This is an optimization exercise on Yosys and OpenROAD, whose aim is a short achievable clock period and few clock cycles, not a production implementation. Only simulation tests tie the RTL to the original design; equivalence was not proved.

## v6
// vig_permcore
module vig_permcore (
    input  wire       clk,
    input  wire       rst,         
    input  wire       in_valid,
    input  wire [1:0] in_op,       
    input  wire [7:0] in_data,
    input  wire [7:0] in_key,
    output wire       in_ready,
    output reg        out_valid,
    output reg  [7:0] out_data,
    input  wire       out_ready,
    output reg        pvalid
);
    localparam OP_SEED      = 2'd0;
    localparam OP_SEED_LAST = 2'd1;
    localparam OP_ENC       = 2'd2;
    localparam OP_DEC       = 2'd3;
    localparam NS = 32;            
    localparam QN = 40;            
    function automatic [47:0] onehot(input [16:0] t);
        integer k;
        reg [2:0] dg;
        begin
            onehot = 48'd0;
            for (k = 0; k < 6; k = k + 1) begin
                dg = (k == 5) ? {1'b0, t[16:15]} : t[3 * k +: 3];
                onehot[8 * k + dg] = 1'b1;
            end
        end
    endfunction
    reg        in_ready_r;
    reg        a_fire;
    reg  [1:0] a_op;
    reg  [7:0] a_data;
    reg  [7:0] a_key;
    assign in_ready = in_ready_r;
    wire in_fire  = in_valid && in_ready_r && !rst;
    wire out_fire = out_valid && out_ready;
    always @(posedge clk) begin
        a_op   <= in_op;
        a_data <= in_data;
        a_key  <= in_key;
        a_fire <= in_fire;
    end
    wire a_seed = a_fire && (a_op == OP_SEED);
    wire a_last = a_fire && (a_op == OP_SEED_LAST);
    wire a_enc  = a_fire && (a_op == OP_ENC);
    wire a_dec  = a_fire && (a_op == OP_DEC);
    reg  [15:0] h;
    wire [15:0] h_next = {h[10:0], 5'd0} + h + {8'd0, a_data};
    always @(posedge clk) begin
        if (rst)
            h <= 16'd5381;
        else if (a_seed)
            h <= h_next;
        else if (a_last)
            h <= 16'd5381;
    end
    reg         pend;
    reg  [47:0] pend_t;
    wire        gen_free;
    wire        gen_start = gen_free && (a_last || pend);
    wire [47:0] gen_t     = pend ? pend_t : onehot({1'b0, h_next} + 17'd1);
    always @(posedge clk) begin
        if (rst) begin
            pend <= 1'b0;
        end else if (a_last && !gen_free) begin
            pend   <= 1'b1;
            pend_t <= onehot({1'b0, h_next} + 17'd1);
        end else if (gen_start) begin
            pend <= 1'b0;
        end
    end
    wire          asc_v, dsc_v, asc_d1, dsc_d1;
  ...
export LEC_CHECK = 0
export ABC_CLOCK_PERIOD_IN_PS = 8000
export CAP_MARGIN = 50
export CORE_MARGIN = 2
export CORE_UTILIZATION = 30
export PLACE_DENSITY = 0.5
export SLEW_MARGIN = 70
create_clock -name core_clock -period 55.0 [get_ports {clk}]
standard.sh (not shown) runs the stock make flow with config.mk's settings and CLKGATE_MAP_FILE= SYNTH_SCRIPT=/design/flow/synth_recipe.tcl, a recipe that flattens the netlist after the stock synthesis.
==> flow/flow/run.sh <==
#!/bin/bash
# Layout flow: the standard layout (standard.sh: ORFS from the standard synthesis to
# finish, unchanged), with two settings ORFS reads from the environment:
#  - the input and output ports are buffered by sky130_fd_sc_hd__buf_4 instead of the
#    cell buffer_ports picks by default;
#  - antenna repair after detailed routing may run up to 10 rounds instead of 5.
# The full output of the run goes to flow_standard.log here; ORFS's per-step logs stay
# under orfs/logs/.
set -euo pipefail
export BUFFER_PORTS_ARGS="-buffer_cell sky130_fd_sc_hd__buf_4"
export MAX_REPAIR_ANTENNAS_ITER_DRT=10
bash standard.sh > flow_standard.log 2>&1
Testbench counts of v6, summed over its fixed seeds: cycles 15,917.
Setup changes, v6 to v7
diff --git a/flow/design.v b/flow/design.v
--- a/flow/design.v
+++ b/flow/design.v
@@ -24,23 +24,25 @@
             onehot = 48'd0;
             for (k = 0; k < 6; k = k + 1) begin
                 dg = (k == 5) ? {1'b0, t[16:15]} : t[3 * k +: 3];
                 onehot[8 * k + dg] = 1'b1;
             end
         end
     endfunction
     reg        in_ready_r;
+    reg        in_busy_r;      
+    reg        out_idle_r;     
     reg        a_fire;
     reg  [1:0] a_op;
     reg  [7:0] a_data;
     reg  [7:0] a_key;
     assign in_ready = in_ready_r;
-    wire in_fire  = in_valid && in_ready_r && !rst;
-    wire out_fire = out_valid && out_ready;
+    wire in_fire  = in_valid && !in_busy_r && !rst;
+    wire out_fire = !out_idle_r && out_ready;
     always @(posedge clk) begin
         a_op   <= in_op;
         a_data <= in_data;
         a_key  <= in_key;
         a_fire <= in_fire;
     end
     wire a_seed = a_fire && (a_op == OP_SEED);
     wire a_last = a_fire && (a_op == OP_SEED_LAST);
@@ -170,50 +172,57 @@
     reg        busy;
     reg        pv_int;         
     reg  [5:0] cnt;            
     wire build_done = asc_d1 && (asc_c1 == 5'd0);   
     wire busy_nx    = (in_fire && in_op == OP_SEED_LAST) || (busy && !build_done);
     wire acc        = in_fire && in_op[1];
     wire [5:0] cnt_p1 = cnt + 6'd1;
     wire [5:0] cnt_m1 = cnt - 6'd1;
-    wire [5:0] cnt_nx = (acc && !out_fire) ? cnt_p1 : (out_fire && !acc) ? cnt_m1 : cnt;
+    wire       cnt_up = acc && !out_fire;
+    wire       cnt_dn = out_fire && !acc;
+    wire [5:0] cnt_nx = cnt_up ? cnt_p1 : cnt_dn ? cnt_m1 : cnt;
+    wire       room_nx = !(((cnt == QN) && !cnt_dn) || ((cnt == QN - 1) && cnt_up));
     always @(posedge clk) begin
         if (rst) begin
             busy       <= 1'b0;
             cnt        <= 6'd0;
             pvalid     <= 1'b0;
             pv_int     <= 1'b0;
             in_ready_r <= 1'b1;
+            in_busy_r  <= 1'b0;
         end else begin
             busy       <= busy_nx;
             cnt        <= cnt_nx;
-            in_ready_r <= !busy_nx && (cnt_nx < QN);
+            in_ready_r <= !busy_nx && room_nx;
+            in_busy_r  <= busy_nx || !room_nx;
             if (asc_g0)
                 pv_int <= 1'b1;
             pvalid <= pv_int;
         end
     end
     reg  [8*QN-1:0] qd;
     reg  [5:0]      qw, qr;    
     reg  [5:0]      qc;        
-    wire            head_free = !out_valid || out_fire;
+    wire            head_free = out_idle_r || out_fire;
     wire            q_pop     = head_free && (qc != 6'd0 || p_v);
     always @(posedge clk)
         if (p_v)
             qd[8 * qw +: 8] <= p_d;
     always @(posedge clk) begin
         if (rst) begin
             out_valid <= 1'b0;
+            out_idle_r <= 1'b1;
             qw        <= 6'd0;
             qr        <= 6'd0;
             qc        <= 6'd0;
         end else begin
             if (head_free) begin
-                out_valid <= (qc != 6'd0) || p_v;
+                out_valid  <= (qc != 6'd0) || p_v;
+                out_idle_r <= !((qc != 6'd0) || p_v);
                 out_data  <= (qc != 6'd0) ? qd[8 * qr +: 8] : p_d;
             end
             if (p_v)
                 qw <= (qw == QN - 1) ? 6'd0 : qw + 6'd1;
             if (q_pop)
                 qr <= (qr == QN - 1) ? 6'd0 : qr + 6'd1;
             qc <= (p_v && !q_pop) ? qc + 6'd1 : (q_pop && !p_v) ? qc - 6'd1 : qc;
         end
Findings:
v7: flow completed, timing, DRC and antenna clean. Clock-buffer cell count (v7 over v6): increase, 67. Summary of v7 over v6: area of the core held steady; total vias in the final route higher; sequential element share of the synthesized area about even. v7 -> v6: die area flat. v7 reports a higher non-clock buffer count than v6 does. v7 leaves more setup margin than v6. Final critical-path share of the clock period: higher on v6. v6 and v7 ended up with nearly the same complex-gate fraction of the synthesized area. The final standard cell area without fillers was comparable across v6 and v7. v6 → v7: number of buffers created by CTS now sits lower, arrival time reported for the critical path endpoint lost 0.16 ns, wire length grew by 3.6%.
Testbench counts of v7, summed over its fixed seeds: cycles 15,917.

separate check: timing with driven ports:
No port has a modelled driver above. Below, the same layouts with a new extraction and two added sets of constraints.
Step 1 (the two cells are an assumption about what drives the block):
set clk [get_ports {clk}]
set_driving_cell -lib_cell sky130_fd_sc_hd__clkbuf_16 $clk
set_driving_cell -lib_cell sky130_fd_sc_hd__buf_2 [delete_from_list [all_inputs] $clk]
Step 2 also shifts input and output timing later by t, the mid clock arrival at the registers, as if the neighbouring blocks saw the same clock.
Slacks: ideal / step 1 / step 2; pairs: ideal / step 1.
run | shift t [ns] | slack for setup (ns) | hold WS [ns] | worst setup path after step 2 | slew at the worst register clock pin (ns)
v6 | 1.355 | 41.974 / 41.803 / 41.278 | 0.267 / 0.267 / 0.267 | input to register | 0.07 / 0.07
v7 | 1.412 | 42.128 / 41.921 / 41.121 | 0.222 / 0.222 / 0.222 | input to register | 0.08 / 0.08
After both steps setup and hold are still met in every run listed. For v7, which loses most, drivers alone change the setup slack by -0.207 ns; drivers and shift together by -1.007 ns.
